Context: an optimization exercise on an open-source flow, tuned for a short achievable clock period and few clock cycles. The choices shown serve that exercise and are no tape-out recipe.
Function was checked by simulation only, so behaviour that the tests miss may differ from the original.
Power is estimated from default activity; no workload was simulated.

run a:
Design scs_core, start of the top module:
module scs_core (
    input  wire        clk,
    input  wire        rst,           
    input  wire [31:0] textsize,
    input  wire [31:0] datasize,
    input  wire [31:0] dataend,
    output wire        imem_en,
    output wire [31:0] imem_addr,
    input  wire [31:0] imem_rdata,
    output reg         dmem_en,
    output reg         dmem_we,
    output reg  [31:0] dmem_addr,
    output reg  [31:0] dmem_wdata,
    input  wire [31:0] dmem_rdata,
    output wire        halted,
    output wire        faulted,
    output reg  [2:0]  fault_kind,
    output reg  [31:0] fault_addr,
    output reg         warn_valid,
    output reg  [1:0]  warn_kind,
    output reg  [31:0] warn_addr,
    input  wire [4:0]  dbg_sel,
    output reg  [31:0] dbg_data
);
Settings: LEC_CHECK=0, ABC_CLOCK_PERIOD_IN_PS=2500, CAP_MARGIN=20, CORE_MARGIN=2, CORE_UTILIZATION=40, PLACE_DENSITY=0.6, SETUP_SLACK_MARGIN=5, SLEW_MARGIN=20; clock period 12.0 ns.
run.sh (not shown) runs the stock make flow with config.mk's settings and CLKGATE_MAP_FILE= SYNTH_SCRIPT=/design/flow/synth_recipe.tcl, a recipe that flattens the netlist after the stock synthesis.
Testbench counts of run a, summed over its fixed seeds: cycles 61,951.
#### Input delta (run b over run a)
==> flow/flow/run.sh (new file) <==
#!/bin/bash
set -euo pipefail
bash standard.sh synth > synth.log 2>&1
bash standard.sh finish \
    "BUFFER_PORTS_ARGS=-buffer_cell sky130_fd_sc_hd__buf_6" \
    MATCH_CELL_FOOTPRINT=0 \
    SETUP_SLACK_MARGIN=6 > layout.log 2>&1
==> flow/standard.sh (new file) <==
#!/bin/bash
# synth_recipe.tcl (not shown) runs the flow's synth.tcl, then flattens the netlist and writes it again
# the make line also repeats each setting of config.mk as NAME=value (left out here)
make -C /OpenROAD-flow-scripts/flow DESIGN_CONFIG=/design/flow/config.mk WORK_HOME=/design/flow/orfs CLKGATE_MAP_FILE= SYNTH_SCRIPT=/design/flow/synth_recipe.tcl "${@:-finish}"
removed: flow/run.sh
Notes after the runs:
Looking at run b and run a, the portion of the layout cell area used by clock cells is a wash.
Sort run b and run a by switching power of the nets desc -> top: run b
Run b: portion of the clock cycle consumed by the worst path in the final layout higher than run a
Density: run b denser than run a
Diff run a..run b | post-route setup TNS | unchanged
In the flow results for run b and run a, the relative area change from synthesis to final layout is smaller on run a.
Run a consumes less power than run b.
Cmp run b vs run a: worst slew slack as a fraction of its limit lower in run b
Run a → run b: non-clock buffer instance count of the final layout picked up an extra 28%; fraction of met1 tracks used by global routing picked up an extra 1.9 points.


Setup of P:
scs_core, a different RTL version from the one above (not shown whole).
Size in the first run: roughly 130000 um^2 of cells after synthesis.
clock: 12.0 ns
lec_check: 0
abc_clock_period_in_ps: 2500
cap_margin: 20
core_margin: 2
core_utilization: 35
place_density: 0.6
setup_slack_margin: 5
slew_margin: 20
Stock flow here: none of the scripts above is used.
Testbench counts of P, summed over its fixed seeds: cycles 59,215.
diff inputs: P => Q
==> flow/flow/run.sh (new file) <==
#!/bin/bash
set -euo pipefail
bash standard.sh synth > synth.log 2>&1
bash standard.sh finish \
    "BUFFER_PORTS_ARGS=-buffer_cell sky130_fd_sc_hd__buf_6" \
    SETUP_SLACK_MARGIN=5.5 > layout.log 2>&1
==> flow/standard.sh (new file) <==
#!/bin/bash
# synth_recipe.tcl (not shown) runs the flow's synth.tcl, then flattens the netlist and writes it again
# the make line also repeats each setting of config.mk as NAME=value (left out here)
make -C /OpenROAD-flow-scripts/flow DESIGN_CONFIG=/design/flow/config.mk WORK_HOME=/design/flow/orfs CLKGATE_MAP_FILE= SYNTH_SCRIPT=/design/flow/synth_recipe.tcl "${@:-finish}"
removed: flow/run.sh
Notes after the runs:
Count of clock-net buffers in the final layout of Q exceeds that of P by a little under 10%. Status: final wirelength parity (P, Q). Detailed-router iteration count before antenna repair was lower in Q than in P. Q ended up with a lower clock network power share than P did. Q vs P: shortest clock period the worst path allows after layout down. Q reached the end of the flow, and the finished layout is clean on the timing, DRC and antenna checks. The sequential portion of the cell area reported for Q is smaller than that of P by 0.56 points. Worst-margin pin slew, Q and P, lower one = Q. Number of diodes (Q / P): 0.59. Diff P -> Q | non-clock buffer count | up by a little under 10%. Critical path arrival ended up 0.12 ns lower on Q than on P.


## oak
scs_core, a different RTL version from the one above (not shown whole).
Size: roughly 15000 cells after synthesis, about 2000 flip-flops, about 140000 sq um of cells after synthesis.
Settings: LEC_CHECK=0, ABC_CLOCK_PERIOD_IN_PS=2500, CAP_MARGIN=40, CORE_MARGIN=2, CORE_UTILIZATION=35, PLACE_DENSITY=0.6, SETUP_SLACK_MARGIN=5, SLEW_MARGIN=40; clock period 12.0 ns.
standard.sh (not shown) runs the stock make flow with config.mk's settings and CLKGATE_MAP_FILE= SYNTH_SCRIPT=/design/flow/synth_recipe.tcl, a recipe that flattens the netlist after the stock synthesis.
==> flow/flow/run.sh <==
#!/bin/bash
set -euo pipefail
bash standard.sh synth > synth.log 2>&1
bash standard.sh finish \
    "BUFFER_PORTS_ARGS=-buffer_cell sky130_fd_sc_hd__buf_6" \
    "IO_CONSTRAINTS=$PWD/flow/io.tcl" \
    SETUP_SLACK_MARGIN=5.5 > layout.log 2>&1
==> flow/flow/io.tcl <==
# Pin sides: each group of ports joined by combinational paths
# (dbg_sel -> dbg_data, imem_rdata -> imem_addr) sits together near the
# middle of one edge, and the data memory port has an edge of its own.
set_io_pin_constraint -group -order -pin_names {dbg_data[0] dbg_data[1] dbg_data[2] dbg_data[3] dbg_data[4] dbg_data[5] dbg_data[6] dbg_data[7] dbg_data[8] dbg_data[9] dbg_data[10] dbg_data[11] dbg_data[12] dbg_data[13] dbg_data[14] dbg_data[15] dbg_sel[0] dbg_sel[1] dbg_sel[2] dbg_sel[3] dbg_sel[4] dbg_data[16] dbg_data[17] dbg_data[18] dbg_data[19] dbg_data[20] dbg_data[21] dbg_data[22] dbg_data[23] dbg_data[24] dbg_data[25] dbg_data[26] dbg_data[27] dbg_data[28] dbg_data[29] dbg_data[30] dbg_data[31]} -region left:250-380
set_io_pin_constraint -pin_names {imem_rdata[*] imem_addr[*] imem_en} -region bottom:150-480
set_io_pin_constraint -pin_names {dmem_en dmem_we dmem_addr[*] dmem_wdata[*] dmem_rdata[*]} -region right:*
Testbench counts of oak, summed over its fixed seeds: cycles 59,216.
What pine does differently from oak at the input level:
# oak
export LEC_CHECK = 0
export ABC_CLOCK_PERIOD_IN_PS = 2500
export CAP_MARGIN = 40
export CORE_MARGIN = 2
export CORE_UTILIZATION = 35
export PLACE_DENSITY = 0.6
export SETUP_SLACK_MARGIN = 5
export SLEW_MARGIN = 40
create_clock -name core_clock -period 12.0 [get_ports {clk}]
# pine
export LEC_CHECK = 0
export ABC_CLOCK_PERIOD_IN_PS = 2500
export CAP_MARGIN = 20
export CORE_MARGIN = 2
export CORE_UTILIZATION = 35
export PLACE_DENSITY = 0.6
export SETUP_SLACK_MARGIN = 5
export SLEW_MARGIN = 20
create_clock -name core_clock -period 12.0 [get_ports {clk}]
Notes after the runs:
Looking at part of the total power dissipated in combinational logic, pine sits 0.4 points lower than oak does. There was hardly any difference in aggregate routed wire length between oak and pine. or2_4 as the cell with the largest stage delay on the worst path was reported by oak, and a211o_2 by pine. ~same hold slack in pine and oak. Cell area essentially unchanged between oak and pine. oak and pine ended up with roughly the same least setup slack across all paths after layout.

port drivers added, routing unchanged:
In the flow no input, the clock included, has a driving cell. The finished layouts below were timed again as built, in two steps. Step 1 sets driving cells, clkbuf_16 on the clock port and buf_2 on the other inputs (assumed; they add their load-dependent delay and slew). Step 2 moves the port delays by t, midway between the first and last clock arrival at a register: inputs arrive t later, outputs are due t later. That takes back most of the time a late clock gives input paths. Three values: no drivers, after step 1, after step 2; two values: the first two.
run	shift t [ns]	setup slack, ns	worst hold slack (ns)	clock arrival spread, ns	cell pins on the clock port's net
run a	1.066	4.649 / 4.529 / 3.804	0.416 / 0.416 / 0.416	0.105 / 0.105	1
run b	1.051	4.577 / 4.460 / 3.923	0.456 / 0.456 / 0.456	0.102 / 0.103	1
P	1.089	4.798 / 4.390 / 3.465	0.455 / 0.455 / 0.455	0.169 / 0.169	1
Q	1.092	4.919 / 4.671 / 3.679	0.465 / 0.465 / 0.465	0.174 / 0.174	1
oak	1.133	4.849 / 4.613 / 3.970	0.447 / 0.447 / 0.447	0.156 / 0.156	1
pine	1.127	4.847 / 4.635 / 3.889	0.446 / 0.446 / 0.446	0.107 / 0.107	1
After both steps every run listed still meets setup and hold. The setup slack of P, which loses most, moves by -0.408 ns with the drivers and by -1.333 ns with both steps.
